Background: an optimization exercise with open tools, aiming at small area, a short achievable clock period and few clock cycles. Do not read the settings as production practice.
At most, simulation tests tie the RTL to the original design; equivalence was not proved.
Power and IR drop assume default switching activity.

## the previous run
## rune512_codec
module rune512_codec #(
    parameter P = 64,    
    parameter S = 59     
) (
    input  wire        clk,
    input  wire        rst,
    input  wire        cmd_valid,
    output wire        cmd_ready,
    input  wire [2:0]  cmd_op,
    input  wire        cmd_pfx,
    input  wire        cmd_emptyok,
    input  wire        in_valid,
    output wire        in_ready,
    input  wire [11:0] in_data,
    output wire        out_valid,
    input  wire        out_ready,
    output wire [9:0]  out_data,
    output wire        done,
    output reg  [3:0]  err,
    output reg         shortsub,
    output wire [15:0] result,
    output wire [7:0]  consumed,
    output wire [7:0]  outlen
);
clock: 8.0 ns
lec_check: 0
cap_margin: 20
core_margin: 2
core_utilization: 40
place_density: 0.6
setup_slack_margin: 5
slew_margin: 20
run.sh (not shown) runs the stock make flow with config.mk's settings and CLKGATE_MAP_FILE= SYNTH_SCRIPT=/design/flow/synth_recipe.tcl, a recipe that flattens the netlist after the stock synthesis.
Modified inputs, the current run compared to the previous run
Settings: setting ABC_AREA to 1 for the first time.
[summary]
The current run ended with every stage complete and zero timing, DRC or antenna violations.
Looking at destination of the critical timing path, the tap[4] result is from the previous run; the consumed[1] one comes from the current run.
Total via count in the routed design delta for the current run relative to the previous run: 12% higher
Of the two candidates, the previous run has the worse fmax and the current run the better one.
Total power after layout (the previous run / the current run): 0.905
Looking at the previous run and the current run, the final max-slew violation count is a wash.
In the reports for the previous run and the current run, the smaller area after detailed placement belongs to the previous run.
Per the comparison of the current run with the previous run, length of routed met3 wiring fell by about 0.9%, post-synthesis instance area higher.
The current run vs the previous run — measured slew at the worst slew-check pin dropped 160 ps.
The current run against the previous run: routed wire length moved up, largest net degree at the start of global routing shows an increase of about 60%, number of non-clock buffers decreased by 72 relative to the old numbers.
No run of this note included a check of the RTL's function; only the layout flow was run.

## north
Another version of the RTL of rune512_codec (not shown whole).
Size: about 2300 cells after synthesis, ~760 flip-flops, ~73 I/O pins, roughly 29000 sq um of cells after synthesis.
## rune512_codec
module rune512_codec #(
    parameter P = 64,    
    parameter S = 59     
) (
    input  wire        clk,
    input  wire        rst,
    input  wire        cmd_valid,
    output wire        cmd_ready,
    input  wire [2:0]  cmd_op,
    input  wire        cmd_pfx,
    input  wire        cmd_emptyok,
    input  wire        in_valid,
    output wire        in_ready,
    input  wire [11:0] in_data,
    output wire        out_valid,
    input  wire        out_ready,
    output wire [9:0]  out_data,
    output wire        done,
    output reg  [3:0]  err,
    output reg         shortsub,
    output wire [15:0] result,
    output wire [7:0]  consumed,
    output wire [7:0]  outlen
);
    localparam [2:0] ST_IDLE = 3'd0,
                     ST_BIN  = 3'd1,    
                     ST_TIN  = 3'd2,    
                     ST_OUT  = 3'd3,    
                     ST_FIN  = 3'd4;    
  ...
Settings: LEC_CHECK=0, CAP_MARGIN=20, CORE_MARGIN=2, CORE_UTILIZATION=40, PLACE_DENSITY=0.6, SLEW_MARGIN=20; clock period 8.0 ns.
north ran to completion and came out clean on the timing, design-rule and antenna checks.
Testbench counts of north, summed over its fixed seeds: cycles 11,683.
Setup changes, north to south
Settings: SETUP_SLACK_MARGIN: unset -> 5.
Findings:
- south reached the final stage; the timing, design-rule and antenna checks on its layout passed.
- Looking at critical path's largest stage delay, south sits 0.30 ns lower than north does.
- As far as clock latency of the later-clocked register in the worst-skew pair is concerned, north and south perform about the same.
- On final hold slack, south tracks north almost exactly.
- When south is measured against north, its worst path setup slack after routing turns out 1.08 ns higher.
- Non-clock buffer count: south > north
- The final reports for south and north show count of inverters other than clock inverters in the layout higher in the former.
- Looking at count of clock-buffer cells in the layout, south sits above north.
- Minimum clock period was higher in the run labelled north.

Setup of job 101:
rune512_codec, a different RTL version from the one above (not shown whole).
For scale: ~730 flip-flops, about 73 I/O pins, about 27000 sq um of cells after synthesis.
## rune512_codec
module rune512_codec #(
    parameter P = 64,    
    parameter S = 59     
) (
    input  wire        clk,
    input  wire        rst,
    input  wire        cmd_valid,
    output wire        cmd_ready,
    input  wire [2:0]  cmd_op,
    input  wire        cmd_pfx,
    input  wire        cmd_emptyok,
    input  wire        in_valid,
    output wire        in_ready,
    input  wire [11:0] in_data,
    output wire        out_valid,
    input  wire        out_ready,
    output wire [9:0]  out_data,
    output wire        done,
    output reg  [3:0]  err,
    output reg         shortsub,
    output wire [15:0] result,
    output wire [7:0]  consumed,
    output wire [7:0]  outlen
);
make LEC_CHECK=0 CAP_MARGIN=20 CORE_MARGIN=2 CORE_UTILIZATION=40 PLACE_DENSITY=0.6 SETUP_SLACK_MARGIN=5 SLEW_MARGIN=20 finish   # period 8.0 ns
Job 101 finished all stages; the layout is clean.
Testbench counts of job 101, summed over its fixed seeds: cycles 11,683.
The following lists how job 102 was set up differently from job 101:
Settings: an added CTS_CLUSTER_SIZE of 20; an added CTS_CLUSTER_DIAMETER of 60.
Findings:
Timing, DRC, antenna: 0 failures across job 101 and job 102. Run comparison: job 102 topmost layer with routed signal wires met5; job 101 topmost layer with routed signal wires met4. Against job 101, wire length on met3 in job 102 fell by a few percent. Compared with job 101, job 102 shows a lower first-pass iteration count of the detailed router. In the route summary, job 102 ends up with a via count below that of job 101. Measured against each other, job 101 and job 102 differ in cell area, the lower figure coming from job 102.

## exp/amber
rune512_codec, a different RTL version from the one above (not shown whole).
Size in the first run: about 3400 cells after synthesis, about 750 flip-flops, roughly 73 I/O pins, roughly 28000 sq um of cells after synthesis.
==> flow/design.v (excerpt) <==
module rune512_codec #(
    parameter P = 64,    
    parameter S = 59     
) (
    input  wire        clk,
    input  wire        rst,
    input  wire        cmd_valid,
    output wire        cmd_ready,
    input  wire [2:0]  cmd_op,
    input  wire        cmd_pfx,
    input  wire        cmd_emptyok,
    input  wire        in_valid,
    output wire        in_ready,
    input  wire [11:0] in_data,
    output wire        out_valid,
    input  wire        out_ready,
    output wire [9:0]  out_data,
    output wire        done,
    output reg  [3:0]  err,
    output reg         shortsub,
    output wire [15:0] result,
    output wire [7:0]  consumed,
    output wire [7:0]  outlen
);
==> flow/config.mk <==
export PLATFORM = sky130hd
export DESIGN_NAME = rune512_codec
export DESIGN_NICKNAME = rune512_codec
export VERILOG_FILES = /design/flow/design.v
export SDC_FILE = /design/flow/constraint.sdc
export NUM_CORES = 4
export LEC_CHECK = 0
export ABC_AREA = 1
export CAP_MARGIN = 20
export CORE_MARGIN = 2
export CORE_UTILIZATION = 55
export CTS_CLUSTER_DIAMETER = 60
export CTS_CLUSTER_SIZE = 20
export PLACE_DENSITY = 0.7
export SLEW_MARGIN = 20
==> flow/constraint.sdc <==
create_clock -name core_clock -period 8.0 [get_ports {clk}]
set_input_delay 1.6000 -clock core_clock [delete_from_list [all_inputs] [get_ports {clk}]]
set_output_delay 1.6000 -clock core_clock [all_outputs]
set_load 0.01 [all_outputs]
standard.sh (not shown) runs the stock make flow with config.mk's settings and CLKGATE_MAP_FILE= SYNTH_SCRIPT=/design/flow/synth_recipe.tcl, a recipe that flattens the netlist after the stock synthesis.
==> flow/flow/run.sh <==
#!/bin/bash
# The standard layout (the standard.sh) with two changes:
#  - port buffers are sky130_fd_sc_hd__buf_4; by default buffer_ports picks the
#    delay cell clkdlybuf4s50_1, which adds about 0.4 ns to every input and output path;
#  - timing repair aims at a setup slack margin of 5.3 ns.
# Synthesis is the standard one, run unchanged first.
set -euo pipefail
bash standard.sh synth > synth.log 2>&1
bash standard.sh "BUFFER_PORTS_ARGS=-buffer_cell sky130_fd_sc_hd__buf_4" SETUP_SLACK_MARGIN=5.3 finish > layout.log 2>&1
Testbench counts of exp/amber, summed over its fixed seeds: cycles 11,571.
Edits applied to the flow inputs when going from exp/amber to exp/cedar:
Settings: removing ABC_AREA (formerly 1).
[summary]
exp/amber has a higher die area than exp/cedar. The run showing the greater sequential share of layout area is exp/cedar. Comparing exp/amber and exp/cedar, wire length of the first global-routing pass is higher on exp/amber. [exp/cedar] design area fell 860 sq um relative to exp/amber. exp/cedar ended up with od[1] as its timing startpoint of the critical path; exp/amber ended up with od[8]. | minimum hold slack | lower: exp/amber |. Against exp/amber as the reference, exp/cedar delivers a higher global-route track usage on met1. On share of the clock period used by the worst path after layout, exp/amber and exp/cedar are basically level. Looking only at half-perimeter wire length after placement, and setting everything else aside, the lower value of exp/amber and exp/cedar goes to exp/cedar. Measured against each other, exp/amber and exp/cedar differ in average footprint of a synthesized cell, the higher figure coming from exp/cedar.
Edits applied to the flow inputs when going from exp/cedar to exp/fjord:
Settings: an added TNS_END_PERCENT of 30.
Results
- From exp/cedar to exp/fjord, gate count after technology mapping did not move at all.
- Total design power of exp/fjord falls short of that of exp/cedar slightly.
- exp/fjord — fmax 1.1% lower, exp/cedar as reference
- Delta (exp/fjord minus exp/cedar): global-route usage dropped 0.65 points, portion of total power attributed to combinational logic went down, slew at the pin closest to its max-slew limit climbed 44 ps.
- For the cell leakage power, exp/fjord came in about 2.6% lower than exp/cedar did.
- exp/fjord vs exp/cedar: total met2 wirelength after detailed routing down in exp/fjord
Modified inputs, exp/nickel compared to exp/fjord
Settings: a deleted TNS_END_PERCENT that had been 30; an added SETUP_SLACK_MARGIN of 5.
==> flow/run.sh (new file) <==
#!/bin/bash
# synth_recipe.tcl (not shown) runs the flow's synth.tcl, then flattens the netlist and writes it again
# the make line also repeats each setting of config.mk as NAME=value (left out here)
make -C /OpenROAD-flow-scripts/flow DESIGN_CONFIG=/design/flow/config.mk WORK_HOME=/design/flow/orfs CLKGATE_MAP_FILE= SYNTH_SCRIPT=/design/flow/synth_recipe.tcl finish
removed: flow/flow/run.sh
removed: flow/standard.sh
==> comparison <==
- exp/nickel vs exp/fjord — final instance count without filler cells dropped slightly
- exp/nickel vs. exp/fjord: cell area fell about 0.7%, switching portion of total power rose 0.18 points, number of setup buffers added after CTS rose 9.

==> port drivers added, routing unchanged <==
Ports are ideal in the flow. The routed layouts listed here were re-timed in OpenROAD. Step 1: set_driving_cell puts a clkbuf_16 on clk and a buf_2 on each other input, an assumption about the parent block. Step 2 times the ports against the registers' clock, not the clock port: input delays grow and output delays shrink by t, the midpoint of the rising clock arrivals with the driver on. Three values: ideal, step 1, step 2; two values: the first two.
run	t (ns)	setup slack, ns	hold slack, ns	worst setup path after step 2	clock arrival spread, ns
the previous run	0.681	4.996 / 4.951 / 4.412	0.324 / 0.324 / 0.324	input to register	0.034 / 0.034
the current run	0.678	5.031 / 4.968 / 4.438	0.343 / 0.343 / 0.343	input to register	0.024 / 0.025
north	0.675	3.801 / 3.801 / 3.439	0.332 / 0.332 / 0.332	input to register	0.034 / 0.035
south	0.673	4.883 / 4.883 / 4.383	0.331 / 0.331 / 0.331	input to register	0.037 / 0.037
job 101	0.682	4.975 / 4.942 / 4.411	0.339 / 0.339 / 0.339	input to register	0.029 / 0.029
job 102	0.692	4.986 / 4.960 / 4.472	0.339 / 0.339 / 0.339	input to register	0.033 / 0.033
exp/amber	0.692	5.136 / 5.071 / 4.664	0.333 / 0.333 / 0.333	input to register	0.049 / 0.049
exp/cedar	0.692	5.131 / 5.067 / 4.578	0.339 / 0.339 / 0.339	input to register	0.018 / 0.019
exp/fjord	0.668	5.098 / 5.038 / 4.549	0.341 / 0.341 / 0.341	input to register	0.034 / 0.034
exp/nickel	0.690	4.996 / 4.963 / 4.397	0.346 / 0.346 / 0.346	input to register	0.031 / 0.030
After both steps every run listed still meets setup and hold. For exp/nickel, which loses most, drivers alone change the setup slack by -0.033 ns; drivers and shift together by -0.599 ns.
